Background: an optimization exercise with open tools, aiming at small area, a short achievable clock period and few clock cycles per item. Do not read the settings as production practice. The RTL was checked by simulation tests, not by an equivalence proof against the original design. Power figures rest on the tool's default switching activity, not on a simulated workload.

### flow/config.mk
export PLATFORM = sky130hd
export DESIGN_NAME = irlib2_codec
export DESIGN_NICKNAME = irlib2_codec
export VERILOG_FILES = /design/flow/design.v
export SDC_FILE = /design/flow/constraint.sdc
export NUM_CORES = 4
export LEC_CHECK = 0
export CAP_MARGIN = 20
export CORE_MARGIN = 2
export CORE_UTILIZATION = 40
export SLEW_MARGIN = 20
export SYNTH_HIERARCHICAL = 1
### flow/constraint.sdc
create_clock -name core_clock -period 10.0 [get_ports {clk}]
set_input_delay 2.0000 -clock core_clock [delete_from_list [all_inputs] [get_ports {clk}]]
set_output_delay 2.0000 -clock core_clock [all_outputs]
set_load 0.01 [all_outputs]
### flow/design.v
module irlib2_codec (
  input  wire        clk,
  input  wire        rst,
  input  wire        cmd_valid,
  input  wire [63:0] cmd_word,
  output wire        cmd_ready,
  input  wire [3:0]  rd_addr,
  output wire [31:0] rd_data,
  input  wire        cap_we,
  input  wire [15:0] cap_idx,
  input  wire        cap_level,
  input  wire [15:0] cap_dur,
  output wire        tok_valid,
  output wire        tok_level,
  output wire [15:0] tok_dur,
  input  wire        tok_ready
);
  localparam [15:0] ZERO_MIN = 16'd300;
  localparam [15:0] ZERO_MAX = 16'd500;
  localparam [15:0] ONE_MIN  = 16'd600;
  localparam [15:0] ONE_MAX  = 16'd1000;
  localparam [15:0] HDR_MIN  = 16'd1200;
  localparam [15:0] HDR_MAX  = 16'd2000;
  localparam [7:0] SEED_DEFAULT = 8'hAE;
  localparam [7:0] FIXED_MARKER = 8'hAA;
  localparam [3:0] CK_OFFSET    = 4'hD;
  function [3:0] checksum;
    input [3:0] t;
    input [3:0] w;
    begin
      checksum = CK_OFFSET + t + w;
    end
  endfunction
  wire [3:0] op = cmd_word[63:60];
  wire hi_zero  = (cmd_word[59:40] == 20'd0);
  wire mid_zero = (cmd_word[39:16] == 24'd0);
  wire is_nop     = (op == 4'h0) && hi_zero && mid_zero && (cmd_word[15:0] == 16'd0);
  wire is_enc_tw  = (op == 4'h1) && hi_zero && mid_zero;
  wire is_enc_raw = (op == 4'h2) && hi_zero;
  wire is_dec     = (op == 4'h3) && hi_zero && mid_zero;
  wire is_cksum   = (op == 4'h4) && hi_zero && mid_zero;
  wire is_legal   = is_nop | is_enc_tw | is_enc_raw | is_dec | is_cksum;
  wire is_enc     = is_enc_tw | is_enc_raw;
  wire [3:0] ck_cmd = checksum(cmd_word[11:8], cmd_word[3:0]);
  reg enc_busy;
  irlib2_ready u_ready (
    .cmd_hi   (cmd_word[63:16]),
    .enc_busy (enc_busy),
    .cmd_ready(cmd_ready)
  );
  wire accept_enc = cmd_valid && is_enc && !enc_busy;
  wire accept_dec = cmd_valid && is_dec;
  wire accept_ck  = cmd_valid && is_cksum;
  wire accept_ill = cmd_valid && !is_legal;
  reg [3:0] ck_res;
  reg       cmd_err;
  always @(posedge clk) begin
    if (rst) begin
      ck_res  <= 4'd0;
      cmd_err <= 1'b0;
    end else begin
      if (accept_ck)
        ck_res <= ck_cmd;
      if (accept_ill)
        cmd_err <= 1'b1;
    end
  end
  wire cls0   = (cap_dur >= ZERO_MIN) && (cap_dur <= ZERO_MAX);
  wire cls1   = (cap_dur >= ONE_MIN)  && (cap_dur <= ONE_MAX);
  wire hdr_in = cap_level && (cap_dur >= HDR_MIN) && (cap_dur <= HDR_MAX);
  wire band   = cls0 | cls1;
  wire good_p0 = !cap_level && band;
  wire good_p1 =  cap_level && band;
  wire e0_p0   = !cap_level && !cls0;
  wire e0_p1   =  cap_level && !cls0;
  wire cap_wr = cap_we && (cap_idx[15:6] == 10'd0);
  reg        hdr_ok;
  reg [40:1] c_good;
  reg [40:1] c_e0;
  always @(posedge clk) begin
    if (cap_wr && cap_idx[5:0] == 6'd0)
      hdr_ok <= hdr_in;
  end
  genvar j;
  generate
    for (j = 1; j <= 40; j = j + 1) begin : g_cap
      always @(posedge clk) begin
        if (cap_wr && cap_idx[5:0] == j) begin
          c_good[j] <= ((j - 1) % 2) ? good_p1 : good_p0;
          c_e0[j]   <= ((j - 1) % 2) ? e0_p1   : e0_p0;
        end
      end
    end
  endgenerate
  wire all_good = &c_good;
  wire [4:0] grp_bad;
  wire [2:0] loc_idx [0:4];
  wire [4:0] loc_amb;
  generate
    for (j = 0; j < 5; j = j + 1) begin : g_grp
      wire [7:0] gg = c_good[8*j+8:8*j+1];
      wire [7:0] ge = c_e0[8*j+8:8*j+1];
      assign grp_bad[j] = !(&gg);
      assign loc_idx[j] = !gg[0] ? 3'd0 : !gg[1] ? 3'd1 : !gg[2] ? 3'd2 : !gg[3] ? 3'd3 :
                          !gg[4] ? 3'd4 : !gg[5] ? 3'd5 : !gg[6] ? 3'd6 : 3'd7;
      assign loc_amb[j] = !gg[0] ? ge[0] : !gg[1] ? ge[1] : !gg[2] ? ge[2] : !gg[3] ? ge[3] :
                          !gg[4] ? ge[4] : !gg[5] ? ge[5] : !gg[6] ? ge[6] : ge[7];
    end
  endgenerate
  wire [2:0] f_grp = grp_bad[0] ? 3'd0 : grp_bad[1] ? 3'd1 : grp_bad[2] ? 3'd2 :
                     grp_bad[3] ? 3'd3 : grp_bad[4] ? 3'd4 : 3'd5;
  wire [5:0] f_idx = {f_grp, f_grp == 3'd5 ? 3'd0 : loc_idx[f_grp]};
  wire       f_amb = loc_amb[f_grp];
  wire [15:0] n_field  = cmd_word[15:0];
  wire        n_big    = (n_field[15:6] != 10'd0);
  wire        hdr_fail = !hdr_ok || (!n_big && n_field[5:0] == 6'd0);
  wire [5:0]  m_slots  = n_field[5:0] - 6'd1;
  wire        m_le_f   = !n_big && (m_slots <= f_idx);
  wire        miss     = m_le_f && (m_slots != 6'd40);
  wire [1:0] err_nx   = hdr_fail ? 2'd1 :
                        miss     ? 2'd2 :
                        all_good ? 2'd0 : {1'b1, f_amb};
  wire [5:0] slots_nx = hdr_fail ? 6'd0 :
                        m_le_f   ? m_slots : f_idx;    
  wire [39:0] frame_nx;
  generate
    for (j = 0; j < 40; j = j + 1) begin : g_frame
      assign frame_nx[39 - j] = c_e0[j + 1];
    end
  endgenerate
  wire        ok_nx   = (err_nx == 2'd0);
  wire [7:0]  res_lo  = ok_nx ? frame_nx[7:0] : {err_nx, slots_nx};
  reg        dec_done;
  reg        dec_ok;
  reg [39:0] dec_res;
  always @(posedge clk) begin
    if (rst) begin
      dec_done <= 1'b0;
      dec_ok   <= 1'b0;
    end else if (accept_dec) begin
      dec_done <= 1'b1;
      dec_ok   <= ok_nx;
    end
  end
  always @(posedge clk) begin
    if (accept_dec)
      dec_res <= {frame_nx[39:8], res_lo};
  end
  wire        dec_fail  = dec_done && !dec_ok;
  wire [1:0]  err_rd    = dec_fail ? dec_res[7:6] : 2'd0;
  wire [5:0]  slots_rd  = dec_ok ? 6'd40 : dec_fail ? dec_res[5:0] : 6'd0;
  wire [39:0] dec_frame = dec_res;
  wire       ckmm    = dec_ok && (dec_frame[3:0] != checksum(dec_frame[19:16], dec_frame[11:8]));
  reg [5:0]  enc_d;
  reg [39:0] enc_fr;
  reg        enc_tw;
  wire tw = (op == 4'h1);
  always @(posedge clk) begin
    if (!enc_busy) begin
      enc_fr <= {cmd_word[39:20], cmd_word[19:16] | (ck_cmd & {4{tw}}), cmd_word[15:0]};
      enc_tw <= tw;
    end
  end
  always @(posedge clk) begin
    if (rst) begin
      enc_busy <= 1'b0;
    end else if (accept_enc) begin
      enc_busy <= 1'b1;
    end else if (tok_ready && enc_busy && enc_d == 6'd0) begin
      enc_busy <= 1'b0;
    end
  end
  localparam [15:0] TW_TOP = {SEED_DEFAULT, FIXED_MARKER};
  wire [5:0] nb     = enc_d - 6'd2;
  wire [5:0] fr_idx = enc_tw ? nb - 6'd8 : nb;
  wire       fr_bit = enc_fr[fr_idx];
  wire [5:0] nb_top = nb - 6'd24;
  wire       tw_bit = (nb >= 6'd24) ? TW_TOP[nb_top[3:0]] :
                      (nb >= 6'd8)  ? fr_bit :
                      (nb >= 6'd4)  ? 1'b0 : enc_fr[{4'b0100, nb[1:0]}];
  wire       nx_bit = enc_tw ? tw_bit : fr_bit;
  reg        slot_bit;
  always @(posedge clk) begin
    if (!enc_busy) begin
      enc_d <= 6'd41;
    end else if (tok_ready) begin
      enc_d    <= enc_d - 6'd1;
      slot_bit <= nx_bit;
    end
  end
  wire is_hdr = (enc_d == 6'd41);
  wire is_trl = (enc_d == 6'd0);
  assign tok_valid = enc_busy;
  assign tok_level = enc_d[0];
  assign tok_dur   = is_hdr ? 16'd1600 :
                     is_trl ? 16'd1000 :
                     slot_bit ? 16'd800 : 16'd400;
  wire [31:0] status = {24'd0, cmd_err, ckmm, err_rd, dec_ok, dec_done, 1'b0, enc_busy};
  irlib2_rdmux u_rdmux (
    .rd_addr  (rd_addr),
    .status   (status[7:0]),
    .dec_ok   (dec_ok),
    .dec_frame(dec_frame),
    .slots_rd (slots_rd),
    .ck_res   (ck_res),
    .rd_data  (rd_data)
  );
endmodule
module irlib2_ready (
  input  wire [63:16] cmd_hi,
  input  wire         enc_busy,
  output wire         cmd_ready
);
  wire [3:0] op       = cmd_hi[63:60];
  wire       hi_zero  = (cmd_hi[59:40] == 20'd0);
  wire       mid_zero = (cmd_hi[39:16] == 24'd0);
  wire       is_enc   = hi_zero && ((op == 4'h2) || (op == 4'h1 && mid_zero));
  assign cmd_ready = !(is_enc && enc_busy);
endmodule
module irlib2_rdmux (
  input  wire [3:0]  rd_addr,
  input  wire [7:0]  status,
  input  wire        dec_ok,
  input  wire [39:0] dec_frame,
  input  wire [5:0]  slots_rd,
  input  wire [3:0]  ck_res,
  output reg  [31:0] rd_data
);
  always @(*) begin
    case (rd_addr)
      4'h0:    rd_data = {24'd0, status};
      4'h1:    rd_data = dec_ok ? dec_frame[31:0] : 32'd0;
      4'h2:    rd_data = {24'd0, dec_ok ? dec_frame[39:32] : 8'd0};
      4'h3:    rd_data = {24'd0, 2'b00, dec_ok, 1'b0, dec_ok, 3'b000};
      4'h4:    rd_data = {31'd0, dec_ok};
      4'h5:    rd_data = {26'd0, slots_rd};
      4'h6:    rd_data = {28'd0, ck_res};
      default: rd_data = 32'd0;
    endcase
  end
endmodule
### flow/flow/run.sh
#!/bin/bash
# Standard ORFS flow (the standard.sh, standard synthesis unchanged) with
# different layout settings: smaller port buffers, a denser core and a larger
# setup margin for timing repair. Each tool's output stays in orfs/logs/.
set -euo pipefail
bash standard.sh \
  BUFFER_PORTS_ARGS="-buffer_cell sky130_fd_sc_hd__buf_1" \
  CORE_UTILIZATION=55 \
  SETUP_SLACK_MARGIN=5.0 \
  CTS_ARGS="-sink_clustering_enable -repair_clock_nets -dont_use_dummy_load -sink_clustering_size 24 -sink_clustering_max_diameter 60 -buf_list sky130_fd_sc_hd__clkbuf_8" \
  finish > standard.log 2>&1
### flow/standard.sh
#!/bin/bash
# synth_recipe.tcl (not shown) runs the flow's synth.tcl, then flattens the netlist and writes it again
# the make line also repeats each setting of config.mk as NAME=value (left out here)
make -C /OpenROAD-flow-scripts/flow DESIGN_CONFIG=/design/flow/config.mk WORK_HOME=/design/flow/orfs CLKGATE_MAP_FILE= SYNTH_SCRIPT=/design/flow/synth_recipe.tcl "${@:-finish}"
==> flow_summary.json, run 1 <==
{
  "outcome": "finished clean",
  "drv_slew": 0,
  "fin_crit_ns": 5.03,
  "hold_class": "flip-flop to flip-flop",
  "core_area_mm2": 0.0165,
  "cp_top_family": "simple AND/OR/NAND/NOR gates",
  "antenna_found_initial": 0,
  "drc": 0,
  "crit_buf_inv": 2,
  "p_leak_nw": 3.81,
  "cpMaxStageDelayCell": "nor4_2",
  "crit_required_ns": 8.00,
  "synth-edff-count": 163,
  "clk_pin_slew_ns": 0.09,
  "totalPowerFinal_mw": 1.26,
  "nets": 1104,
  "initial_core_util": 0.561,
  "overflow": 0,
  "drt_iter0_markers": 549,
  "first_pass_iters": 5,
  "worst-path-stages": 6,
  "yosys.area.top_type_share": 0.528,
  "die_h_um": 134,
  "totalNegativeSetupSlack_ns": 0,
  "routed_wl_um": 22900,
  "setup_viol": 0,
  "ys.flop_type": "edfxtp_1",
  "postCtsHoldBufs": 0,
  "final_core_util": 0.639,
  "slew_headroom": 0.323,
  "p_per_area_mw_per_mm2": 120,
  "clk_latency_ns": 0.45,
  "die_w_um": 134,
  "synth.distinct_cells": 73,
  "synth-async-reset-ratio": 0,
  "critPathCaptureType": "primary output",
  "crit_top_cell": "nand4_1",
  "drv_cap": 0,
  "rr_worst_depth": 13,
  "yosys_warnings": 8,
  "clockRootBuffer": "clkbuf_8",
  "io_buffers": 148,
  "row_count": 47,
  "htreeDepth": 4,
  "track_usage": 0.259,
  "synth_seq_cells": 177,
  "yosysSeqAreaShare": 0.558,
  "worstPathArrival_ns": 3.03,
  "synth_common_cells": "edfxtp_1, nor2_1, inv_1, nand2_1, o21ai_0",
  "rsz0062_at_grt": "yes",
  "path_cells": "buf_1 > nor4_2 > nand4_1 > o22ai_1 > nand4_1 > buf_2",
  "diodes": 0,
  "syn_area_mm2": 0.00928,
  "grt_pass1_vias": 6740,
  "worstSetupPathType": "input pin to primary output",
  "clock-sinks": 177,
  "avgSynthCellArea_um2": 11.4,
  "via_per_inst": 6.06,
  "tightest_slew_ns": 1.01,
  "cts_buffer_depth": 2,
  "grt_max_degree": 45,
  "routed-via-count": 7209,
  "wire_per_inst_um": 19.3,
  "synthToLayoutAreaGrowth_pct": 13.8,
  "crit_path_max_incr_delay_ns": 0.30,
  "postRouteAntennaNets": 0,
  "yosys.area.top_type": "edfxtp_1",
  "gp_congestion": 0.971,
  "fmax_mhz": 199,
  "ios": 157,
  "syn_inst": 812,
  "grt_first_pass_wirelength_um": 35600,
  "cp-start-kind": "input pin",
  "whs_path_depth": 0,
  "synth_area_leaders": "edfxtp_1, nor2_1, ha_1",
  "drive_gt1_frac": 0.103,
  "fin_crit_sh": 0.503,
  "dieArea_mm2": 0.0179,
  "critPathMaxFanout": 3,
  "hold_violations": 0,
  "hpwlAfterDp_um": 16300,
  "synth.most_common_cell": "edfxtp_1",
  "cts_tree": "built",
  "finClkSkew_ns": 0.0339,
  "numCtsBuffers": 17,
  "ir_worst_vdd_v": 0.0000741
}
modules after synthesis, one instance, submodules excluded:
module        flops+latches  times used  area, µm²  cells inside
irlib2_codec            177           1       8600           714
irlib2_ready              0           1        146            19
irlib2_rdmux              0           1        529            79
worst paths after layout:
kind / startpoint / to / slack (ns)
worst max-delay path: cmd_word[16] / cmd_ready / 4.97
worst min-delay path: c_e0[6] / dec_res[34] / 0.45
worst max register to register: c_good[1] / dec_res[2] / 5.38
worst min register to register: c_e0[6] / dec_res[34] / 0.45
placed cells by master, fill, tap and decap left out, types with 9 or more instances in the layout:
master and instances:
a21o_1 13, a21oi_1 37, a31oi_1 10, and2_1 29, and3_1 9, buf_1 124
clkbuf_8 17, conb_1 9, dfxtp_1 14, edfxtp_1 163, ha_1 25, inv_1 45
mux2i_1 14, mux4_2 10, nand2_1 45, nand2b_1 14, nand3_1 28, nand4_1 13
nor2_1 84, nor2b_1 12, nor3_1 11, nor4_1 24, o21ai_0 36, xnor2_1 14
sequential cells by signal, indices dropped and copies added (netlist names), 4 cells and up:
register,cells
enc_d,6
c_e0,40
enc_fr,40
ck_res,4
dec_res,40
c_good,40
where the power goes:
group / internal [mW] / switching, mW / total [mW]
combinational: 0.0367 / 0.0536 / 0.0903
sequential: 0.810 / 0.00255 / 0.813
clock: 0.150 / 0.212 / 0.362
worst reg2reg max path: stages, from the launching register on:
cell and delay, ns:
edfxtp_1 0.43, nand4_1 0.24, or2_0 0.43, nor4_1 0.88, nand4_1 0.31, o211ai_1 0.36, nand2b_1 0.10, ha_1 0.30
nand3b_1 0.08, a21o_1 0.16, a21o_1 0.24, and2_0 0.29, a2111o_1 0.38, a21oi_1 0.25
area by class of cell:
cell class	count	area [µm²]
Inverter	46	173
Timing Repair Buffer	158	774
Sequential cell	177	5170
Multi-Input combinational cell	571	3920
Tap cell	220	275
Clock buffer	17	234
Fill cell	1357	5970
per-layer routing:
| layer | vias up | track usage | part of all wire | wire length (µm) |
|---|---|---|---|---|
| met5 | - | 0 | 0 | 0 |
| met4 | 0 | 0.0703 | 0.012 | 272 |
| met3 | 30 | 0.0514 | 0.090 | 2070 |
| met2 | 367 | 0.392 | 0.46 | 10400 |
| met1 | 3464 | 0.386 | 0.44 | 10100 |
| li1 | 3348 | - | - | - |
metrics by stage:
stage               setup slack (ns)  hold WS [ns]  std cells  area, µm²
global route                    4.95         0.467       1189      10600
CTS                             4.99         0.439       1186      10400
floorplan                       5.08         0.418        820       9310
global placement                4.52         0.432       1162       9990
detailed placement              4.44         0.433       1162       9990
finish                          4.97         0.446       1189      10600
cells by family (layout without fill, tap and decap cells):
logic type                 Yosys count  after routing  share of synthesized area
and+or+nand+nor                    329            332                      0.194
xor gates and xnor gates            22             22                     0.0208
DFF                                177            177                      0.558
adders and majority gates           27             27                     0.0380
muxes                               26             26                     0.0418
AOI/OAI and AO/OA                  155            155                      0.109
buffers and inverters               75            221                     0.0374
other                                1              9                   0.000404
timing repair:
item | 4_1_cts | 5_1_grt
endpoints found under the hold margin | 0 | 0
resized for setup | 37 | 36
setup buffers | 4 | 3
endpoints found under the setup margin | 33 | 27
cloned | 3 | 0
pin swaps | 10 | 19
Testbench counts, summed over its fixed seeds: cycles 15,389, frames 410.
==> run 2: changes to the inputs <==
--- a/flow/flow/run.sh
+++ b/flow/flow/run.sh
@@ -8,3 +8,3 @@
   CORE_UTILIZATION=55 \
-  SETUP_SLACK_MARGIN=5.0 \
+  SETUP_SLACK_MARGIN=5.15 \
   CTS_ARGS="-sink_clustering_enable -repair_clock_nets -dont_use_dummy_load -sink_clustering_size 24 -sink_clustering_max_diameter 60 -buf_list sky130_fd_sc_hd__clkbuf_8" \
==> run 2 against run 1 <==
Net effect: clock skew is 0.0076 ns higher; flip-flop and latch count unchanged; hold slack improved by 0.015 ns; clock-buffer cell count stayed put; power up 1.1%; critical path type unchanged; largest cell class unchanged; largest power group unchanged.
==> flow_summary.json, run 2 <==
{
  "outcome": "finished clean",
  "final_common_cell": "edfxtp_1",
  "setup_slack_ns": 4.99,
  "pwr-share-seq": 0.635,
  "fin_crit_ns": 5.01,
  "drt_iter0_markers": 805,
  "cp-start-kind": "input pin",
  "ir_worst_vdd_v": 0.0000797,
  "yosys.area.top_type_share": 0.528,
  "yosys.area.top_type": "edfxtp_1",
  "ff2ff_setup_slack_ns": 5.71,
  "overflow": 0,
  "layout_common_cells": "edfxtp_1, buf_1, nor2_1",
  "totalNegativeSetupSlack_ns": 0,
  "cts_tree": "built",
  "comb_power_share": 0.079,
  "avgSynthCellArea_um2": 11.4,
  "p_per_area_mw_per_mm2": 117,
  "numCtsBuffers": 17,
  "clock-sinks": 177,
  "crit_required_ns": 8.00,
  "hold_violations": 0,
  "nets": 1116,
  "ys.flop_type": "edfxtp_1",
  "synth_seq_cells": 177,
  "finClkSkew_ns": 0.0415,
  "hp-start": "c_e0[25]",
  "setup_viol": 0,
  "yosys_warnings": 8,
  "drv_cap": 0,
  "die_h_um": 134,
  "routed_wl_um": 23900,
  "p_clk_frac": 0.286,
  "synth_common_cells": "edfxtp_1, nor2_1, inv_1, nand2_1, o21ai_0",
  "grt_first_pass_wirelength_um": 37700,
  "grt_max_degree": 45,
  "tightest_slew_ns": 1.04,
  "syn_inst": 812,
  "synthToLayoutAreaGrowth_pct": 17.7,
  "row_count": 47,
  "critPathCaptureType": "primary output",
  "rsz0062_at_grt": "yes",
  "worstSetupPathType": "input pin to primary output",
  "cpMaxStageDelayCell": "or3b_4",
  "yosysSeqAreaShare": 0.558,
  "routed-via-count": 7250,
  "p_switching_uw": 275,
  "p_leak_nw": 4.03,
  "synth-edff-count": 163,
  "timing.rr.end": "dec_res[0]",
  "wire_per_inst_um": 19.9,
  "worstPathArrival_ns": 3.01,
  "via_per_inst": 6.04,
  "synth.distinct_cells": 73,
  "antenna_found_initial": 0,
  "hold_end": "dec_res[15]",
  "ios": 157,
  "drive_gt1_frac": 0.156,
  "dieArea_mm2": 0.0179,
  "initial_core_util": 0.561,
  "track_usage": 0.273,
  "htreeDepth": 4,
  "gp_congestion": 0.940,
  "drc": 0,
  "crit_path_max_incr_delay_ns": 0.45,
  "synth-async-reset-ratio": 0,
  "hpwlAfterDp_um": 16500,
  "slew_headroom": 0.306,
  "switching_share": 0.215,
  "intPower_mw": 1.00,
  "synth.most_common_cell": "edfxtp_1",
  "hold_class": "flip-flop to flip-flop",
  "r2r-start": "c_good[2]",
  "rr_worst_depth": 14,
  "io_buffers": 148,
  "clk_pin_slew_ns": 0.10,
  "fmax_mhz": 200,
  "core_area_mm2": 0.0165,
  "drv_slew": 0,
  "fin_crit_sh": 0.501,
  "diodes": 0,
  "clockRootBuffer": "clkbuf_8",
  "cts_buffer_depth": 2,
  "whs_path_depth": 0,
  "clk_latency_ns": 0.46,
  "dp_slack_ns": 4.38,
  "die_w_um": 134,
  "grt_pass1_vias": 7243,
  "first_pass_iters": 5,
  "path_cells": "buf_12 > or3b_4 > buf_4 > o32ai_2 > buf_2",
  "critPathMaxFanout": 7,
  "syn_area_mm2": 0.00928,
  "postRouteAntennaNets": 0,
  "synth_area_leaders": "edfxtp_1, nor2_1, ha_1"
}
run 2: cell counts after synthesis:
No cell type changed its count.
run 2: worst max path at each step:
stage	from	to	depth (start not counted)
6_report	rd_addr[2]	rd_data[4]	5
4_1_cts	rd_addr[0]	rd_data[0]	5
5_1_grt	dec_res[17]	rd_data[6]	11
2_1_floorplan	rd_addr[3]	rd_data[1]	4
3_5_place_dp	rd_addr[0]	rd_data[30]	4
3_3_place_gp	rd_addr[0]	rd_data[28]	4
run 2: logic make-up after synthesis:
logic type | Yosys count | share of synthesized area
compound gates | 155 | 0.109
xor+xnor | 22 | 0.0208
fa+ha+maj | 27 | 0.0380
buf+inv | 75 | 0.0374
flops | 177 | 0.558
mux | 26 | 0.0418
other cells | 1 | 0.000404
simple gates | 329 | 0.194
run 2: metal layers:
layer,global-route usage,vias up,wire length [µm]
met3,0.0559,49,1950
met1,0.382,3478,10300
met5,0,-,0
met2,0.436,353,11200
li1,-,3370,-
met4,0.0810,0,484
run 2: stage by stage:
stage	area, µm²	instances	utilization	power (mW)	hold WS [ns]
2_1_floorplan	9330	820	-	0.871	0.418
3_3_place_gp	10000	1162	0.606	0.904	0.434
3_5_place_dp	10000	1162	0.606	0.909	0.437
4_1_cts	10700	1196	0.647	1.28	0.459
5_1_grt	10900	1201	0.661	1.33	0.466
6_report	10900	1201	0.661	1.28	0.461
run 2: final cells by class:
| type | instances | area, µm² |
|---|---|---|
| Fill cell | 1281 | 5600 |
| Tap cell | 220 | 275 |
| Inverter | 46 | 173 |
| Clock buffer | 17 | 234 |
| Multi-Input combinational cell | 571 | 4000 |
| Timing Repair Buffer | 170 | 1060 |
| Sequential cell | 177 | 5170 |
run 2: power groups by stage:
stage	sequential (mW)	clock, mW	combinational, mW
after floorplan	0.828	0	0.0426
after global placement	0.828	0	0.0758
after detailed placement	0.829	0	0.0795
after CTS	0.813	0.376	0.0955
after global routing	0.813	0.403	0.109
final	0.812	0.366	0.100
run 2: repair_timing:
action                                  CTS  global route
buffers inserted                         12             3
endpoints found under the setup margin   33            36
resized for setup                        97            36
gates cloned                              5             2
hold buffers                              0             0
pin swaps                                38            26
run 2: per-module statistics from Yosys (local to each module, per instance):
| module | cells | area, µm² |
|---|---|---|
| irlib2_codec | 714 | 8600 |
| irlib2_rdmux | 79 | 529 |
| irlib2_ready | 19 | 146 |
run 2: worst max-delay path: cells and delay by family:
family                 cells  cell delay, ns
buffers and inverters      3            0.45
and+or+nand+nor            1            0.45
AOI/OAI and AO/OA          1            0.10
==> run 3: changes to the inputs <==
--- a/flow/flow/run.sh
+++ b/flow/flow/run.sh
@@ -7,4 +7,4 @@
   BUFFER_PORTS_ARGS="-buffer_cell sky130_fd_sc_hd__buf_1" \
-  CORE_UTILIZATION=55 \
-  SETUP_SLACK_MARGIN=5.15 \
+  CORE_UTILIZATION=62 \
+  SETUP_SLACK_MARGIN=5.0 \
   CTS_ARGS="-sink_clustering_enable -repair_clock_nets -dont_use_dummy_load -sink_clustering_size 24 -sink_clustering_max_diameter 60 -buf_list sky130_fd_sc_hd__clkbuf_8" \
==> run 3 against run 2 <==
Net effect: via count decreased by 0.73%; clock skew increased by 0.0011 ns; power decreased by 0.72%; register-to-register slack got worse by 0.17 ns; core utilization increased by 5.8 points; sequential share of layout area increased by 1.9 points; critical path type unchanged; largest cell class unchanged.
==> flow_summary.json, run 3 <==
{
  "outcome": "finished clean",
  "synth.most_common_cell": "edfxtp_1",
  "totalNegativeSetupSlack_ns": 0,
  "final_common_cell": "edfxtp_1",
  "synth_common_cells": "edfxtp_1, nor2_1, inv_1, nand2_1, o21ai_0",
  "ir_worst_vdd_v": 0.0000867,
  "initial_core_util": 0.636,
  "first_pass_iters": 6,
  "drv_cap": 0,
  "fin_crit_sh": 0.501,
  "instances_no_fill": 1155,
  "clockRootBuffer": "clkbuf_8",
  "grt_pass1_vias": 6922,
  "cts_tree": "built",
  "cp-startpoint": "rd_addr[0]",
  "yosysSeqAreaShare": 0.558,
  "antenna_found_initial": 0,
  "crit_required_ns": 8.00,
  "synth_area_leaders": "edfxtp_1, nor2_1, ha_1",
  "hp-start": "c_e0[14]",
  "clk_pin_slew_ns": 0.09,
  "synth-edff-count": 163,
  "cts_buffer_depth": 2,
  "yosys.area.top_type_share": 0.528,
  "drt_iter0_markers": 808,
  "row_count": 44,
  "fmax_mhz": 200,
  "htreeDepth": 4,
  "critPathMaxFanout": 5,
  "io_buffers": 148,
  "drive_gt1_frac": 0.108,
  "die_w_um": 126,
  "p_per_area_mw_per_mm2": 121,
  "gp_congestion": 0.946,
  "hold_class": "flip-flop to flip-flop",
  "nets": 1106,
  "dpl.cell_count": 1127,
  "routed-via-count": 7197,
  "ys.flop_type": "edfxtp_1",
  "seqCellArea_mm2": 0.00517,
  "postRouteAntennaNets": 0,
  "via_per_inst": 6.23,
  "layout_common_cells": "edfxtp_1, buf_1, nor2_1",
  "die_h_um": 126,
  "tightest_slew_ns": 0.974,
  "drc": 0,
  "finish.instance_area_mm2": 0.0105,
  "grt_max_degree": 45,
  "yosys.area.top_type": "edfxtp_1",
  "routed_wl_um": 22500,
  "rsz0062_at_grt": "yes",
  "wire_per_inst_um": 19.5,
  "p_leak_nw": 3.83,
  "critPathCaptureType": "primary output",
  "syn_area_mm2": 0.00928,
  "ios": 157,
  "r2r-start": "c_good[2]",
  "diodes": 0,
  "numCtsBuffers": 17,
  "clk_latency_ns": 0.46,
  "synth-async-reset-ratio": 0,
  "synthToLayoutAreaGrowth_pct": 13.1,
  "placed_cell_area_mm2": 0.00995,
  "synth_seq_cells": 177,
  "yosys_warnings": 8,
  "overflow": 0,
  "hold_violations": 0,
  "track_usage": 0.288,
  "fin_crit_ns": 5.01,
  "worstSetupPathType": "input pin to primary output",
  "syn_inst": 812,
  "core_area_mm2": 0.0146,
  "finClkSkew_ns": 0.0426,
  "slew_headroom": 0.350,
  "hpwlAfterDp_um": 16000,
  "fillCellCount": 1075,
  "dieArea_mm2": 0.0160,
  "drv_slew": 0,
  "worstPathArrival_ns": 3.01,
  "grt_first_pass_wirelength_um": 35500,
  "setup_viol": 0,
  "synth.distinct_cells": 73,
  "cp-start-kind": "input pin",
  "avgSynthCellArea_um2": 11.4,
  "clock-sinks": 177,
  "multi_input_area_mm2": 0.00393
}
[run 3: area by class of cell]
class / count / share of cell area
flip-flops and latches: 177 / 0.493
multi-input cells: 571 / 0.374
repair buffers: 160 / 0.0719
clock buffers: 17 / 0.0223
well taps: 184 / 0.0219
inverters: 46 / 0.0165
[run 3: per-module statistics from Yosys (local to each module, per instance)]
module / copies in the design / flops+latches / cells inside
irlib2_codec: 1 / 177 / 714
irlib2_rdmux: 1 / 0 / 79
irlib2_ready: 1 / 0 / 19
[run 3: cell families after synthesis]
kind of cell    Yosys count  share of synthesized area
xor+xnor                 22                     0.0208
buf+inv                  75                     0.0374
other cells               1                   0.000404
simple gates            329                      0.194
mux                      26                     0.0418
fa+ha+maj                27                     0.0380
flops                   177                      0.558
compound gates          155                      0.109
[run 3: what timing repair did]
action                     CTS  global route
resized for setup           42            30
pin swaps                    8            17
gates cloned                 2             2
setup endpoints to repair   33            29
setup buffers                5             2
hold buffers                 0             0
[run 3: where the power goes]
| part | total, mW | switching (mW) | internal [mW] |
|---|---|---|---|
| sequential | 0.812 | 0.00237 | 0.810 |
| combinational | 0.0909 | 0.0546 | 0.0363 |
| clock | 0.367 | 0.217 | 0.150 |
| total | 1.27 | 0.274 | 0.996 |
[run 3: final timing paths]
kind	slack, ns	end	cells after the start
hold reg to reg	0.46	dec_res[26]	0
hold / removal	0.46	dec_res[26]	0
setup reg to reg	5.54	dec_res[1]	14
setup / recovery	4.99	rd_data[0]	5
[run 3: layer usage]
layer  vias up  track usage  part of all wire
li1       3344            -                 -
met4         0       0.0808             0.013
met5         -            0                 0
met1      3443        0.420              0.44
met2       380        0.456              0.46
met3        30       0.0447             0.085
[run 3: stage by stage]
step / util / power [mW] / hold WS, ns / setup slack (ns)
after floorplan: - / 0.870 / 0.418 / 5.08
after global placement: 0.682 / 0.904 / 0.432 / 4.46
after detailed placement: 0.682 / 0.908 / 0.439 / 4.37
after CTS: 0.709 / 1.27 / 0.462 / 5.00
after global routing: 0.719 / 1.31 / 0.477 / 4.98
final: 0.719 / 1.27 / 0.458 / 4.99
[run 3: critical path: stages]
cell,delay [ns]
clkbuf_16,0.11
mux2_2,0.33
a22o_1,0.21
a211o_1,0.22
buf_2,0.14
==> run 4: changes to the inputs <==
--- a/flow/flow/run.sh
+++ b/flow/flow/run.sh
@@ -7,3 +7,3 @@
   BUFFER_PORTS_ARGS="-buffer_cell sky130_fd_sc_hd__buf_1" \
-  CORE_UTILIZATION=62 \
+  CORE_UTILIZATION=67 \
   SETUP_SLACK_MARGIN=5.0 \
==> run 4 against run 3 <==
Net effect: hold slack lost 0.012 ns; setup slack worse by 0.031 ns; first-iteration DRC count grew 19%; synthesized area unchanged; maximum frequency is 0.61% lower; final area hardly changed; largest power group unchanged; highest routed layer unchanged; core utilization increased by 6.3 points; critical path depth unchanged.
==> flow_summary.json, run 4 <==
{
  "outcome": "finished clean",
  "via_per_inst": 6.37,
  "ir_worst_vdd_v": 0.000106,
  "yosys_warnings": 8,
  "die_h_um": 122,
  "clk_pin_slew_ns": 0.07,
  "critPathCaptureType": "primary output",
  "cp-start-kind": "input pin",
  "syn_area_mm2": 0.00928,
  "routed-via-count": 7272,
  "drv_cap": 0,
  "finClkSkew_ns": 0.0289,
  "nets": 1100,
  "yosys.area.top_type": "edfxtp_1",
  "io_buffers": 148,
  "synth-edff-count": 163,
  "multi_input_area_mm2": 0.00394,
  "hold_class": "flip-flop to flip-flop",
  "overflow": 0,
  "worst-path-stages": 5,
  "clock-sinks": 177,
  "crit_buf_inv": 2,
  "antenna_found_initial": 0,
  "grt_first_pass_wirelength_um": 33900,
  "hpwlAfterDp_um": 16000,
  "avgSynthCellArea_um2": 11.4,
  "synth.distinct_cells": 73,
  "whs_path_depth": 0,
  "totalNegativeSetupSlack_ns": 0,
  "path_cells": "buf_12 > nor2_4 > and4b_2 > and2_4 > buf_6",
  "drv_slew": 0,
  "yosys.area.top_type_share": 0.528,
  "postRouteAntennaNets": 0,
  "drt_iter0_markers": 964,
  "ff2ff_setup_slack_ns": 5.45,
  "layout_common_cells": "edfxtp_1, buf_1, nor2_1",
  "die_w_um": 122,
  "crit_path_max_incr_delay_ns": 0.42,
  "setup_viol": 0,
  "cts_tree": "built",
  "cpMaxStageDelayCell": "and4b_2",
  "slew_headroom": 0.282,
  "first_pass_iters": 6,
  "numCtsBuffers": 17,
  "worstPathArrival_ns": 3.04,
  "drc": 0,
  "p_leak_nw": 3.80,
  "wire_per_inst_um": 19.9,
  "routed_wl_um": 22700,
  "cp_top_family": "simple AND/OR/NAND/NOR gates",
  "clk_latency_ns": 0.46,
  "rsz0062_at_grt": "yes",
  "seqCellArea_mm2": 0.00517,
  "fin_crit_sh": 0.504,
  "synth_area_leaders": "edfxtp_1, nor2_1, ha_1",
  "p_per_area_mw_per_mm2": 120,
  "core_area_mm2": 0.0134,
  "crit_required_ns": 8.00,
  "clockRootBuffer": "clkbuf_8",
  "rr_worst_depth": 14,
  "ys.flop_type": "edfxtp_1",
  "cts_buffer_depth": 2,
  "fin_crit_ns": 5.04,
  "syn_inst": 812,
  "grt_max_degree": 45,
  "fillCellCount": 888,
  "critPathMaxFanout": 15,
  "worstSetupPathType": "input pin to primary output",
  "grt_pass1_vias": 6707,
  "dieArea_mm2": 0.0148,
  "synth-async-reset-ratio": 0,
  "htreeDepth": 4,
  "gp_congestion": 0.968,
  "hold_violations": 0,
  "fmax_mhz": 198,
  "tightest_slew_ns": 1.08,
  "synth.most_common_cell": "edfxtp_1",
  "track_usage": 0.304,
  "row_count": 42,
  "synth_seq_cells": 177,
  "final_core_util": 0.783,
  "diodes": 0,
  "ios": 157,
  "synth_common_cells": "edfxtp_1, nor2_1, inv_1, nand2_1, o21ai_0",
  "final_common_cell": "edfxtp_1",
  "yosysSeqAreaShare": 0.558,
  "drive_gt1_frac": 0.112,
  "initial_core_util": 0.692,
  "synthToLayoutAreaGrowth_pct": 13.1
}
-- run 4: cell counts after synthesis --
No cell type changed its count.
-- run 4: worst paths after layout --
kind / startpoint / to
setup / recovery: rd_addr[1] / rd_data[23]
hold / removal: c_e0[18] / dec_res[22]
setup reg to reg: c_good[3] / dec_res[1]
hold reg to reg: c_e0[18] / dec_res[22]
-- run 4: timing repair --
action,4_1_cts,5_1_grt
setup endpoints to repair,32,34
cloned,0,3
hold buffers,0,0
pin swaps,5,22
gates resized for setup,20,77
hold endpoints to repair,0,0
setup buffers,0,4
-- run 4: layout make-up --
cell class                 count  share of cell area
sequential                   177               0.493
multi-input combinational    571               0.376
timing repair buffer         154              0.0710
clock buffer                  17              0.0223
tap                          176              0.0210
inverter                      46              0.0165
-- run 4: cells by family (layout without fill, tap and decap cells) --
| logic type | Yosys count | in the layout | synth area share |
|---|---|---|---|
| muxes | 26 | 26 | 0.0418 |
| and+or+nand+nor | 329 | 332 | 0.194 |
| xor gates and xnor gates | 22 | 22 | 0.0208 |
| adders and majority gates | 27 | 27 | 0.0380 |
| DFF | 177 | 177 | 0.558 |
| AOI/OAI and AO/OA | 155 | 155 | 0.109 |
| buffers and inverters | 75 | 217 | 0.0374 |
| other | 1 | 9 | 0.000404 |
-- run 4: per-stage QoR --
stage / hold slack (ns) / cells / setup WS [ns] / power [mW] / area, µm²
after global routing: 0.455 / 1141 / 4.91 / 1.30 / 10500
final: 0.446 / 1141 / 4.96 / 1.26 / 10500
after CTS: 0.447 / 1134 / 4.96 / 1.26 / 10200
after detailed placement: 0.431 / 1117 / 4.39 / 0.909 / 9930
after floorplan: 0.418 / 820 / 5.08 / 0.870 / 9310
after global placement: 0.430 / 1117 / 4.51 / 0.903 / 9930
-- run 4: power by group --
part	total, mW	internal (mW)	leakage (nW)	switching, mW
registers	0.813	0.810	1.56	0.00266
clock network	0.361	0.150	0.122	0.210
logic	0.0901	0.0349	2.12	0.0552
total	1.26	0.995	3.80	0.268
-- run 4: per-layer routing --
metal  global-route usage  part of all wire  routed length [µm]
met5                    0                 0                   0
met4                0.108             0.022                 506
met2                0.485              0.46               10500
met1                0.435              0.41                9350
met3               0.0431              0.10                2320
-- run 4: modules after synthesis (local to each module, per instance) --
module	cells inside	times used
irlib2_ready	19	1
irlib2_codec	714	1
irlib2_rdmux	79	1
==> run 5: changes to the inputs <==
--- a/flow/flow/run.sh
+++ b/flow/flow/run.sh
@@ -7,4 +7,4 @@
   BUFFER_PORTS_ARGS="-buffer_cell sky130_fd_sc_hd__buf_1" \
-  CORE_UTILIZATION=67 \
-  SETUP_SLACK_MARGIN=5.0 \
+  CORE_UTILIZATION=62 \
+  SETUP_SLACK_MARGIN=4.9 \
   CTS_ARGS="-sink_clustering_enable -repair_clock_nets -dont_use_dummy_load -sink_clustering_size 24 -sink_clustering_max_diameter 60 -buf_list sky130_fd_sc_hd__clkbuf_8" \
==> run 5 against run 4 <==
Net effect: global-route usage is 2.6 points lower; die area is 7.8% higher; sequential share of layout area is 1.3 points higher; clock skew is 0.013 ns higher; combinational power is 7.8% lower; synthesized area stayed put; routed wire length is 4.7% lower; critical path depth stayed put; critical path type unchanged.
==> flow_summary.json, run 5 <==
{
  "io_buffers": 148,
  "synth.distinct_cells": 73,
  "cpMaxStageDelayCell": "or3b_4",
  "synthXorXnorAreaFrac": 0.0208,
  "overflow": 0,
  "crit_required_ns": 8.00,
  "initial_core_util": 0.636,
  "critPathCaptureType": "primary output",
  "yosys_warnings": 8,
  "yosysSeqAreaShare": 0.558,
  "finish.instance_area_mm2": 0.0102,
  "setup_viol": 0,
  "numCtsBuffers": 17,
  "clockRootBuffer": "clkbuf_8",
  "yosys.area.top_type_share": 0.528,
  "routed-via-count": 7084,
  "clock-sinks": 177,
  "synth-edff-count": 163,
  "dieArea_mm2": 0.0160,
  "rsz0062_at_grt": "yes",
  "fmax_mhz": 195,
  "cp-start-kind": "input pin",
  "drc": 0,
  "instances_no_fill": 1144,
  "synth-async-reset-ratio": 0,
  "drv_cap": 0,
  "hold_class": "flip-flop to flip-flop",
  "totalPowerFinal_mw": 1.26,
  "synth_seq_cells": 177,
  "yosys.area.top_type": "edfxtp_1",
  "slew_headroom": 0.342,
  "synth.most_common_cell": "edfxtp_1",
  "wire_per_inst_um": 18.9,
  "totalNegativeSetupSlack_ns": 0,
  "synth_common_cells": "edfxtp_1, nor2_1, inv_1, nand2_1, o21ai_0",
  "htreeDepth": 4,
  "synth_area_leaders": "edfxtp_1, nor2_1, ha_1",
  "hold_violations": 0,
  "critPathMaxFanout": 12,
  "synthToLayoutAreaGrowth_pct": 10.2,
  "grt_first_pass_wirelength_um": 34600,
  "core_area_mm2": 0.0146,
  "dpl.cell_count": 1127,
  "first_pass_iters": 6,
  "ir_worst_vdd_v": 0.0000899,
  "final_common_cell": "edfxtp_1",
  "drv_slew": 0,
  "p_leak_nw": 3.64,
  "grt_max_degree": 45,
  "clk_latency_ns": 0.46,
  "synth-simple-area-share": 0.194,
  "ys.flop_type": "edfxtp_1",
  "tightest_slew_ns": 0.982,
  "p_per_area_mw_per_mm2": 123,
  "fin_crit_sh": 0.513,
  "postCtsHoldBufs": 0,
  "diodes": 0,
  "worstSetupPathType": "input pin to primary output",
  "ios": 157,
  "postRouteAntennaNets": 0,
  "cts_tree": "built",
  "drive_gt1_frac": 0.0604,
  "die_w_um": 126,
  "synth_top_family_by_area": "simple AND/OR/NAND/NOR gates",
  "placed_cell_area_mm2": 0.00995,
  "antenna_found_initial": 0,
  "path_cells": "buf_2 > or3b_4 > nor3_2 > a211o_1 > buf_1",
  "synth_compound_area_frac": 0.109,
  "synthMuxAreaShare": 0.0418,
  "clk_pin_slew_ns": 0.09,
  "hpwlAfterDp_um": 16000,
  "gp_congestion": 0.946,
  "synthAdderAreaFrac": 0.0380,
  "fin_crit_ns": 5.13,
  "finClkSkew_ns": 0.0423,
  "crit_path_max_incr_delay_ns": 0.46,
  "syn_inst": 812,
  "cts_buffer_depth": 2,
  "nets": 1095,
  "outcome": "finished clean",
  "avgSynthCellArea_um2": 11.4,
  "syn_area_mm2": 0.00928,
  "worstPathArrival_ns": 3.13,
  "routed_wl_um": 21600,
  "row_count": 44,
  "drt_iter0_markers": 800,
  "layout_common_cells": "edfxtp_1, buf_1, nor2_1",
  "via_per_inst": 6.19,
  "die_h_um": 126,
  "grt_pass1_vias": 6830,
  "track_usage": 0.278,
  "cts_setup_buffers": 0
}
-- run 5: cell types whose count changed in the layout (fill, tap and decap cells not counted), sizes merged --
cell    delta
buf        +8
clkbuf    -10
and4b      -3
-- run 5: cells by family (layout without fill, tap and decap cells) --
family	Yosys count	count (layout)
flops	177	177
buf+inv	75	215
xor+xnor	22	22
compound gates	155	155
simple gates	329	329
fa+ha+maj	27	27
mux	26	26
other cells	1	9
-- run 5: layout make-up --
| class | instances | area [µm²] |
|---|---|---|
| Sequential cell | 177 | 5170 |
| Fill cell | 1088 | 4370 |
| Multi-Input combinational cell | 568 | 3810 |
| Timing Repair Buffer | 152 | 598 |
| Clock buffer | 17 | 234 |
| Tap cell | 184 | 230 |
| Inverter | 46 | 173 |
-- run 5: metal layers --
metal / vias up / global-route usage / part of all wire / wire [µm]
met1: 3415 / 0.407 / 0.45 / 9780
li1: 3309 / - / - / -
met4: 0 / 0.0730 / 0.015 / 327
met5: - / 0 / 0 / 0
met3: 31 / 0.0456 / 0.071 / 1550
met2: 329 / 0.441 / 0.46 / 9990
-- run 5: final timing paths --
check             start           to  slack, ns  cells after the start
min            c_e0[14]  dec_res[26]       0.46                      0
max          rd_addr[2]   rd_data[3]       4.87                      5
max reg2reg   c_good[2]   dec_res[2]       5.61                     13
min reg2reg    c_e0[14]  dec_res[26]       0.46                      0
-- run 5: power by group --
group	total (mW)	switching, mW	leakage (nW)	internal [mW]
Sequential	0.812	0.00236	1.56	0.810
Combinational	0.0831	0.0519	1.96	0.0312
Clock	0.366	0.216	0.122	0.150
-- run 5: stage by stage --
step / setup slack (ns) / utilization / hold WS [ns]
after floorplan: 5.08 / - / 0.418
after global placement: 4.46 / 0.682 / 0.432
after detailed placement: 4.37 / 0.682 / 0.439
after CTS: 4.86 / 0.699 / 0.462
after global routing: 4.81 / 0.701 / 0.475
final: 4.87 / 0.701 / 0.458
-- run 5: Yosys stat by module (local to each module, per instance) --
module / area [µm²] / flops+latches / cells / copies in the design
irlib2_ready: 146 / 0 / 19 / 1
irlib2_codec: 8600 / 177 / 714 / 1
irlib2_rdmux: 529 / 0 / 79 / 1
-- run 5: what timing repair did --
action                     in CTS  in global routing
gates resized for setup        10                  5
setup endpoints to repair      32                 32
pin swaps                       1                  1
-- run 5: worst max-delay path, delay by kind of cell --
family | cells | cell delay, ns
compound gates | 1 | 0.13
simple gates | 2 | 0.67
buf+inv | 2 | 0.33
==> run 6: changes to the inputs <==
==> flow/flow/run.sh (replaced) <==
#!/bin/bash
# Standard ORFS flow (the standard.sh, standard synthesis unchanged) with
# different layout settings: smaller port buffers, a denser core and a larger
# setup margin for timing repair. Each tool's output stays in orfs/logs/.
set -euo pipefail
bash standard.sh \
  BUFFER_PORTS_ARGS="-buffer_cell sky130_fd_sc_hd__buf_1" \
  CORE_UTILIZATION=55 \
  SETUP_SLACK_MARGIN=5.0 \
  CTS_BUF_LIST=sky130_fd_sc_hd__clkbuf_8 \
  finish > standard.log 2>&1
==> run 6 against run 5 <==
Net effect: clock-buffer cell count unchanged; die area increased by 12%; combinational power increased by 8.9%; clock skew decreased by 0.027 ns; core utilization decreased by 5.1 points; setup slack improved by 0.12 ns; sequential power about the same.
==> flow_summary.json, run 6 <==
{
  "outcome": "finished clean",
  "synth_common_cells": "edfxtp_1, nor2_1, inv_1, nand2_1, o21ai_0",
  "yosys_warnings": 8,
  "hold_violations": 0,
  "synth-async-reset-ratio": 0,
  "cts_tree": "built",
  "first_pass_iters": 5,
  "r2r-start": "c_good[1]",
  "cp-start-kind": "input pin",
  "setup_viol": 0,
  "synth.most_common_cell": "edfxtp_1",
  "hpwlAfterDp_um": 16300,
  "dieArea_mm2": 0.0179,
  "cp-startpoint": "cmd_word[16]",
  "multi_input_area_mm2": 0.00392,
  "crit_path_max_incr_delay_ns": 0.30,
  "track_usage": 0.260,
  "io_buffers": 148,
  "synth_compound_area_frac": 0.109,
  "htreeDepth": 4,
  "nets": 1104,
  "synth_top_family_by_area": "simple AND/OR/NAND/NOR gates",
  "synth.distinct_cells": 73,
  "final_common_cell": "edfxtp_1",
  "grt_first_pass_wirelength_um": 35800,
  "worstPathArrival_ns": 3.01,
  "critPathCaptureType": "primary output",
  "postRouteAntennaNets": 0,
  "wire_per_inst_um": 19.1,
  "fin_crit_ns": 5.01,
  "core_area_mm2": 0.0165,
  "synthXorXnorAreaFrac": 0.0208,
  "overflow": 0,
  "synthMuxAreaShare": 0.0418,
  "comb_power_share": 0.064,
  "synth_seq_cells": 177,
  "layout_common_cells": "edfxtp_1, buf_1, nor2_1",
  "clockRootBuffer": "clkbuf_8",
  "syn_area_mm2": 0.00928,
  "synthAdderAreaFrac": 0.0380,
  "hold_class": "flip-flop to flip-flop",
  "fmax_mhz": 200,
  "cpMaxStageDelayCell": "nor4_2",
  "p_switching_uw": 324,
  "dp_slack_ns": 4.44,
  "worst-path-stages": 6,
  "crit_buf_inv": 2,
  "routed-via-count": 7240,
  "setup_slack_ns": 4.99,
  "grt_max_degree": 45,
  "ff2ff_setup_slack_ns": 5.31,
  "critPathMaxFanout": 3,
  "hp-start": "c_e0[6]",
  "ir_worst_vdd_v": 0.0000749,
  "initial_core_util": 0.561,
  "intPower_mw": 1.10,
  "syn_inst": 812,
  "rr_worst_depth": 13,
  "clk_latency_ns": 0.46,
  "cp_top_family": "simple AND/OR/NAND/NOR gates",
  "worstSetupPathType": "input pin to primary output",
  "drive_gt1_frac": 0.114,
  "crit_top_cell": "nand4_1",
  "drc": 0,
  "crit_required_ns": 8.00,
  "row_count": 47,
  "tightest_slew_ns": 1.04,
  "switching_share": 0.228,
  "synth-edff-count": 163,
  "die_w_um": 134,
  "routed_wl_um": 23000,
  "p_per_area_mw_per_mm2": 132,
  "drt_iter0_markers": 589,
  "yosys.area.top_type": "edfxtp_1",
  "avgSynthCellArea_um2": 11.4,
  "gp_congestion": 0.971,
  "clock-sinks": 177,
  "pwr-share-seq": 0.571,
  "drv_slew": 0,
  "ys.flop_type": "edfxtp_1",
  "synth_area_leaders": "edfxtp_1, nor2_1, ha_1",
  "seqCellArea_mm2": 0.00517,
  "finClkSkew_ns": 0.0150,
  "synthToLayoutAreaGrowth_pct": 15.7,
  "totalNegativeSetupSlack_ns": 0,
  "via_per_inst": 6.02,
  "p_leak_nw": 3.90,
  "ios": 157,
  "numCtsBuffers": 17,
  "yosysSeqAreaShare": 0.558,
  "fin_crit_sh": 0.501,
  "diodes": 0,
  "yosys.area.top_type_share": 0.528,
  "slew_headroom": 0.301,
  "totalPowerFinal_mw": 1.42,
  "fillCellCount": 1341,
  "whs_path_depth": 0,
  "grt_pass1_vias": 6789,
  "cts_buffer_depth": 2,
  "path_cells": "buf_1 > nor4_2 > nand4_1 > o22ai_1 > nand4_1 > buf_2",
  "die_h_um": 134,
  "synth-simple-area-share": 0.194,
  "clk_pin_slew_ns": 0.10,
  "rsz0062_at_grt": "yes",
  "antenna_found_initial": 0,
  "p_clk_frac": 0.365,
  "drv_cap": 0
}
run 6: modules after synthesis (local to each module, per instance):
module        cell area (µm²)  cells  copies in the design  flip-flops and latches
irlib2_codec             8600    714                     1                     177
irlib2_rdmux              529     79                     1                       0
irlib2_ready              146     19                     1                       0
run 6: final timing paths:
check | endpoint
hold / removal | dec_res[34]
setup reg to reg | dec_res[2]
setup / recovery | cmd_ready
hold reg to reg | dec_res[34]
run 6: per-layer routing:
| metal | GRT usage | wire (µm) | share of wire |
|---|---|---|---|
| met1 | 0.386 | 10100 | 0.44 |
| met2 | 0.394 | 10600 | 0.46 |
| met3 | 0.0491 | 2050 | 0.089 |
| met4 | 0.0727 | 236 | 0.010 |
| met5 | 0 | 0 | 0 |
run 6: power groups by stage:
stage	Clock, mW	Combinational, mW	Sequential [mW]
floorplan	0	0.0421	0.828
global placement	0	0.0753	0.828
detailed placement	0	0.0786	0.829
CTS	0.526	0.0846	0.812
global route	0.550	0.0988	0.813
finish	0.518	0.0905	0.812
run 6: worst reg2reg max path: cells and delay by family, from the launching register on:
family / cells / cell delay (ns)
adder cells (fa/ha/maj): 1 / 0.31
flip-flops: 1 / 0.44
AND/OR/NAND/NOR: 7 / 2.34
AO/OA/AOI/OAI: 5 / 1.43
run 6: final cells by class:
type                    count  area share
well taps                 220      0.0256
clock buffers              17      0.0218
multi-input cells         571       0.365
flip-flops and latches    177       0.482
repair buffers            158      0.0722
inverters                  46      0.0161
clock inverters            14      0.0169
run 6: what timing repair did:
action                                  4_1_cts  5_1_grt
hold endpoints to repair                      0        0
hold buffers                                  0        0
pin swaps                                    10       19
buffers inserted                              4        3
cloned                                        3        0
resized for setup                            37       36
endpoints found under the setup margin       33       27
run 6: metrics by stage:
stage	hold WS, ns	cell area [µm²]	std cells	utilization
final	0.450	10700	1203	0.650
after floorplan	0.418	9310	820	-
after detailed placement	0.433	9990	1162	0.605
after global placement	0.432	9990	1162	0.605
after global routing	0.471	10700	1203	0.650
after CTS	0.448	10600	1200	0.639
run 6: cell families after synthesis:
group	after synthesis
other	1
adder cells (fa/ha/maj)	27
AND/OR/NAND/NOR	329
multiplexers	26
flip-flops	177
AO/OA/AOI/OAI	155
buffers and inverters	75
XOR/XNOR	22
==> run 7: changes to the inputs <==
--- a/flow/flow/run.sh
+++ b/flow/flow/run.sh
@@ -9,3 +9,3 @@
   SETUP_SLACK_MARGIN=5.0 \
-  CTS_BUF_LIST=sky130_fd_sc_hd__clkbuf_8 \
+  CTS_ARGS="-sink_clustering_enable -repair_clock_nets -dont_use_dummy_load -sink_clustering_size 24 -sink_clustering_max_diameter 60 -buf_list sky130_fd_sc_hd__clkbuf_8 -sink_buffer_max_cap_derate 1.0" \
   finish > standard.log 2>&1
==> run 7 against run 6 <==
Net effect: still clean; synthesized area is the same; critical path depth unchanged; register-to-register slack better by 0.07 ns; critical path type unchanged; critical endpoint unchanged.
==> flow_summary.json, run 7 <==
{
  "outcome": "finished clean",
  "ir_worst_vdd_v": 0.0000741,
  "fin_crit_ns": 5.03,
  "htreeDepth": 4,
  "io_buffers": 148,
  "finClkSkew_ns": 0.0339,
  "cts_buffer_depth": 2,
  "worst-path-stages": 6,
  "first_pass_iters": 5,
  "cp-start-kind": "input pin",
  "synthMuxAreaShare": 0.0418,
  "synth_seq_cells": 177,
  "synth_area_leaders": "edfxtp_1, nor2_1, ha_1",
  "yosysSeqAreaShare": 0.558,
  "postRouteAntennaNets": 0,
  "yosys.area.top_type": "edfxtp_1",
  "drv_cap": 0,
  "routed-via-count": 7209,
  "hold_violations": 0,
  "synthAdderAreaFrac": 0.0380,
  "crit_end": "cmd_ready",
  "die_w_um": 134,
  "diodes": 0,
  "whs_path_depth": 0,
  "drt_iter0_markers": 549,
  "synth-simple-area-share": 0.194,
  "gp_congestion": 0.971,
  "core_area_mm2": 0.0165,
  "r2r-start": "c_good[1]",
  "ios": 157,
  "row_count": 47,
  "clock-sinks": 177,
  "synth_common_cells": "edfxtp_1, nor2_1, inv_1, nand2_1, o21ai_0",
  "cpMaxStageDelayCell": "nor4_2",
  "crit_required_ns": 8.00,
  "initial_core_util": 0.561,
  "hpwlAfterDp_um": 16300,
  "synthXorXnorAreaFrac": 0.0208,
  "intPower_uw": 997,
  "crit_buf_inv": 2,
  "cp-startpoint": "cmd_word[16]",
  "fin_crit_sh": 0.503,
  "final_common_cell": "edfxtp_1",
  "totalNegativeSetupSlack_ns": 0,
  "path_cells": "buf_1 > nor4_2 > nand4_1 > o22ai_1 > nand4_1 > buf_2",
  "avgSynthCellArea_um2": 11.4,
  "track_usage": 0.259,
  "slew_headroom": 0.323,
  "grt_first_pass_wirelength_um": 35600,
  "die_h_um": 134,
  "layout_common_cells": "edfxtp_1, buf_1, nor2_1",
  "p_per_area_mw_per_mm2": 120,
  "crit_path_max_incr_delay_ns": 0.30,
  "nets": 1104,
  "hold_ws_ns": 0.446,
  "yosys.area.top_type_share": 0.528,
  "rr_worst_depth": 13,
  "syn_inst": 812,
  "timing.rr.end": "dec_res[2]",
  "cp_top_family": "simple AND/OR/NAND/NOR gates",
  "syn_area_mm2": 0.00928,
  "ff2ff_setup_slack_ns": 5.38,
  "antenna_found_initial": 0,
  "worstSetupPathType": "input pin to primary output",
  "rsz0062_at_grt": "yes",
  "routed_wl_um": 22900,
  "critPathCaptureType": "primary output",
  "drive_gt1_frac": 0.103,
  "tightest_slew_ns": 1.01,
  "drv_slew": 0,
  "clockRootBuffer": "clkbuf_8",
  "p_clk_frac": 0.286,
  "yosys_warnings": 8,
  "comb_power_share": 0.071,
  "grt_max_degree": 45,
  "via_per_inst": 6.06,
  "synth_compound_area_frac": 0.109,
  "synth_top_family_by_area": "simple AND/OR/NAND/NOR gates",
  "numCtsBuffers": 17,
  "clk_pin_slew_ns": 0.09,
  "switching_share": 0.212,
  "dieArea_mm2": 0.0179,
  "pwr-share-seq": 0.642,
  "synth.most_common_cell": "edfxtp_1",
  "fillCellCount": 1357,
  "overflow": 0,
  "critPathMaxFanout": 3,
  "worstPathArrival_ns": 3.03,
  "p_switching_uw": 268,
  "ys.flop_type": "edfxtp_1",
  "final_core_util": 0.639,
  "crit_top_cell": "nand4_1",
  "drc": 0,
  "setup_viol": 0,
  "p_leak_nw": 3.81,
  "synthToLayoutAreaGrowth_pct": 13.8,
  "dpl.cell_count": 1162,
  "synth-async-reset-ratio": 0,
  "wire_per_inst_um": 19.3,
  "synth-edff-count": 163,
  "instances_no_fill": 1189,
  "hold_class": "flip-flop to flip-flop",
  "fmax_mhz": 199,
  "synth.distinct_cells": 73,
  "grt_pass1_vias": 6740,
  "clk_latency_ns": 0.45,
  "cts_tree": "built"
}
run 7: cell counts after synthesis:
No cell type changed its count.
run 7: modules after synthesis, one instance, submodules excluded:
module	times used	cells
irlib2_codec	1	714
irlib2_rdmux	1	79
irlib2_ready	1	19
run 7: area by class of cell:
cell class	count	area [µm²]	area share
Inverter	46	173	0.0164
Clock buffer	17	234	0.0222
Timing Repair Buffer	158	774	0.0734
Tap cell	220	275	0.0261
Multi-Input combinational cell	571	3920	0.372
Sequential cell	177	5170	0.490
run 7: power groups by stage:
stage / Combinational [mW] / Clock (mW) / Sequential [mW]
2_1_floorplan: 0.0421 / 0 / 0.828
3_3_place_gp: 0.0753 / 0 / 0.828
3_5_place_dp: 0.0786 / 0 / 0.829
4_1_cts: 0.0846 / 0.372 / 0.813
5_1_grt: 0.0989 / 0.397 / 0.813
6_report: 0.0903 / 0.362 / 0.813
run 7: how the worst min path moves through the flow:
stage	end	slack, ns	from
after global routing	dec_res[34]	0.47	c_e0[6]
after detailed placement	dec_res[34]	0.43	c_e0[6]
after CTS	dec_res[34]	0.44	c_e0[6]
after global placement	dec_res[11]	0.43	c_e0[29]
final	dec_res[34]	0.45	c_e0[6]
after floorplan	dec_res[11]	0.42	c_e0[29]
run 7: worst reg2reg max path, delay by kind of cell, from the launching register on:
| family | cells | cell delay [ns] |
|---|---|---|
| flops | 1 | 0.43 |
| compound gates | 5 | 1.39 |
| simple gates | 7 | 2.33 |
| fa+ha+maj | 1 | 0.30 |
run 7: timing repair:
item | CTS | global route
buffers inserted | 4 | 3
setup endpoints to repair | 33 | 27
gates cloned | 3 | 0
hold buffers | 0 | 0
resized for setup | 37 | 36
pin swaps | 10 | 19
run 7: logic make-up (layout without fill, tap and decap cells):
family / after synthesis / in the layout
AND/OR/NAND/NOR: 329 / 332
flip-flops: 177 / 177
AO/OA/AOI/OAI: 155 / 155
buffers and inverters: 75 / 221
adder cells (fa/ha/maj): 27 / 27
multiplexers: 26 / 26
XOR/XNOR: 22 / 22
other: 1 / 9
run 7: through the flow:
step	area (µm²)	power, mW	setup slack, ns
after detailed placement	9990	0.908	4.44
after global placement	9990	0.904	4.52
final	10600	1.26	4.97
after floorplan	9310	0.870	5.08
after CTS	10400	1.27	4.99
after global routing	10600	1.31	4.95
run 7: layer usage:
| metal | vias to the layer above | track usage | wire, µm | share of wire |
|---|---|---|---|---|
| li1 | 3348 | - | - | - |
| met1 | 3464 | 0.386 | 10100 | 0.44 |
| met2 | 367 | 0.392 | 10400 | 0.46 |
| met3 | 30 | 0.0514 | 2070 | 0.090 |
| met4 | 0 | 0.0703 | 272 | 0.012 |
| met5 | - | 0 | 0 | 0 |
==> run 8: changes to the inputs <==
--- a/flow/flow/run.sh
+++ b/flow/flow/run.sh
@@ -9,3 +9,3 @@
   SETUP_SLACK_MARGIN=5.0 \
-  CTS_ARGS="-sink_clustering_enable -repair_clock_nets -dont_use_dummy_load -sink_clustering_size 24 -sink_clustering_max_diameter 60 -buf_list sky130_fd_sc_hd__clkbuf_8 -sink_buffer_max_cap_derate 1.0" \
+  CTS_ARGS="-sink_clustering_enable -repair_clock_nets -dont_use_dummy_load -sink_clustering_size 24 -sink_clustering_max_diameter 60 -buf_list sky130_fd_sc_hd__clkbuf_8 -sink_buffer_max_cap_derate 0.3" \
   finish > standard.log 2>&1
==> run 8 against run 7 <==
Net effect: maximum frequency unchanged; combinational power about the same; hold slack unchanged; final cell count unchanged; die area unchanged; power unchanged; critical endpoint unchanged; sequential share of layout area unchanged; clock skew unchanged; first-iteration DRC count unchanged; core utilization unchanged; routed wire length unchanged.
==> flow_summary.json, run 8 <==
{
  "grt_pass1_vias": 6740,
  "wire_per_inst_um": 19.3,
  "fmax_mhz": 199,
  "initial_core_util": 0.561,
  "ios": 157,
  "critPathCaptureType": "primary output",
  "p_leak_nw": 3.81,
  "yosys_warnings": 8,
  "postRouteAntennaNets": 0,
  "synth.distinct_cells": 73,
  "routed-via-count": 7209,
  "finClkSkew_ns": 0.0339,
  "synth_area_leaders": "edfxtp_1, nor2_1, ha_1",
  "row_count": 47,
  "rsz0062_at_grt": "yes",
  "clk_pin_slew_ns": 0.09,
  "ys.flop_type": "edfxtp_1",
  "synthToLayoutAreaGrowth_pct": 13.8,
  "tightest_slew_ns": 1.01,
  "io_buffers": 148,
  "yosysSeqAreaShare": 0.558,
  "fin_crit_ns": 5.03,
  "htreeDepth": 4,
  "via_per_inst": 6.06,
  "hpwlAfterDp_um": 16300,
  "p_per_area_mw_per_mm2": 120,
  "totalPowerFinal_mw": 1.26,
  "die_w_um": 134,
  "yosys.area.top_type_share": 0.528,
  "postCtsHoldBufs": 0,
  "nets": 1104,
  "numCtsBuffers": 17,
  "multi_input_area_mm2": 0.00392,
  "fillCellCount": 1357,
  "cp-start-kind": "input pin",
  "core_area_mm2": 0.0165,
  "worstSetupPathType": "input pin to primary output",
  "worstPathArrival_ns": 3.03,
  "cts_buffer_depth": 2,
  "final_common_cell": "edfxtp_1",
  "cts_tree": "built",
  "gr-usage-met1": 0.386,
  "hold_class": "flip-flop to flip-flop",
  "track_usage": 0.259,
  "synth.most_common_cell": "edfxtp_1",
  "gp_congestion": 0.971,
  "drv_slew": 0,
  "avgSynthCellArea_um2": 11.4,
  "dpl.cell_count": 1162,
  "instances_no_fill": 1189,
  "synth_seq_cells": 177,
  "dieArea_mm2": 0.0179,
  "drv_cap": 0,
  "slew_headroom": 0.323,
  "drive_gt1_frac": 0.103,
  "synth_common_cells": "edfxtp_1, nor2_1, inv_1, nand2_1, o21ai_0",
  "crit_required_ns": 8.00,
  "antenna_found_initial": 0,
  "clk_latency_ns": 0.45,
  "ir_worst_vdd_v": 0.0000741,
  "grt-busiest-layer": "met2",
  "seqCellArea_mm2": 0.00517,
  "routed_wl_um": 22900,
  "syn_inst": 812,
  "critPathMaxFanout": 3,
  "first_pass_iters": 5,
  "outcome": "finished clean",
  "layout_common_cells": "edfxtp_1, buf_1, nor2_1",
  "die_h_um": 134,
  "hold_violations": 0,
  "totalNegativeSetupSlack_ns": 0,
  "clockRootBuffer": "clkbuf_8",
  "drc": 0,
  "diodes": 0,
  "syn_area_mm2": 0.00928,
  "grt_first_pass_wirelength_um": 35600,
  "overflow": 0,
  "setup_viol": 0,
  "yosys.area.top_type": "edfxtp_1",
  "drt_iter0_markers": 549,
  "use_met2": 0.392,
  "fin_crit_sh": 0.503,
  "clock-sinks": 177,
  "synth-async-reset-ratio": 0,
  "grt_max_degree": 45,
  "met3_usage": 0.0514,
  "synth-edff-count": 163
}
## run 8: worst paths after layout
path	from	to	slack [ns]	depth (start not counted)
max	cmd_word[16]	cmd_ready	4.97	6
min	c_e0[6]	dec_res[34]	0.45	0
max reg2reg	c_good[1]	dec_res[2]	5.38	13
min reg2reg	c_e0[6]	dec_res[34]	0.45	0
## run 8: report_power, final
part	total (mW)	leakage, nW	switching, mW	internal (mW)
Sequential	0.813	1.56	0.00255	0.810
Combinational	0.0903	2.13	0.0536	0.0367
Clock	0.362	0.122	0.212	0.150
Total	1.26	3.81	0.268	0.997
## run 8: Yosys stat by module, one instance, submodules excluded
module	area, µm²	copies in the design	cells
irlib2_ready	146	1	19
irlib2_rdmux	529	1	79
irlib2_codec	8600	1	714
## run 8: final cells by class
cell class / count / share of cell area
inverters: 46 / 0.0164
multi-input cells: 571 / 0.372
repair buffers: 158 / 0.0734
clock buffers: 17 / 0.0222
flip-flops and latches: 177 / 0.490
well taps: 220 / 0.0261
## run 8: what timing repair did
| action | 4_1_cts | 5_1_grt |
|---|---|---|
| pin swaps | 10 | 19 |
| endpoints found under the setup margin | 33 | 27 |
| setup buffers | 4 | 3 |
| resized for setup | 37 | 36 |
| gates cloned | 3 | 0 |
## run 8: worst max-delay path, stage by stage
cell,delay (ns)
buf_1,0.12
nor4_2,0.30
nand4_1,0.16
o22ai_1,0.15
nand4_1,0.13
buf_2,0.17
## run 8: routing by layer
metal | vias up | part of all wire
met2 | 367 | 0.46
met4 | 0 | 0.012
met5 | - | 0
li1 | 3348 | -
met1 | 3464 | 0.44
met3 | 30 | 0.090
## run 8: stage by stage
stage	setup slack (ns)	area, µm²	hold WS (ns)	utilization
floorplan	5.08	9310	0.418	-
global placement	4.52	9990	0.432	0.605
detailed placement	4.44	9990	0.433	0.605
CTS	4.99	10400	0.439	0.628
global route	4.95	10600	0.467	0.639
finish	4.97	10600	0.446	0.639
## run 8: cell families after synthesis
family,after synthesis,synth area share
and+or+nand+nor,329,0.194
adders and majority gates,27,0.0380
other,1,0.000404
DFF,177,0.558
xor gates and xnor gates,22,0.0208
AOI/OAI and AO/OA,155,0.109
muxes,26,0.0418
buffers and inverters,75,0.0374

-- port drivers added, routing unchanged --
In the flow no input, the clock included, has a driving cell. The finished layouts below were timed again as built, in two steps. Step 1, drivers: a clkbuf_16 drives clk and a buf_2 each remaining input, both assumed. Step 2, shift: input delay + t, output delay - t, t = (earliest + latest rising clock arrival at the registers) / 2. This alone moves slack from input paths to output paths. Three values: no drivers, after step 1, after step 2; two values: the first two.
run | shift t [ns] | setup WS [ns]
run 1 | 0.475 | 4.968 / 4.949 / 4.796
run 2 | 0.481 | 4.993 / 4.917 / 4.818
run 3 | 0.481 | 4.992 / 4.879 / 4.879
run 4 | 0.482 | 4.961 / 4.911 / 4.769
run 5 | 0.482 | 4.866 / 4.843 / 4.805
run 6 | 0.492 | 4.989 / 4.961 / 4.764
run 7 | 0.475 | 4.968 / 4.949 / 4.796
run 8 | 0.475 | 4.968 / 4.949 / 4.796
After both steps setup and hold are still met in every run listed.
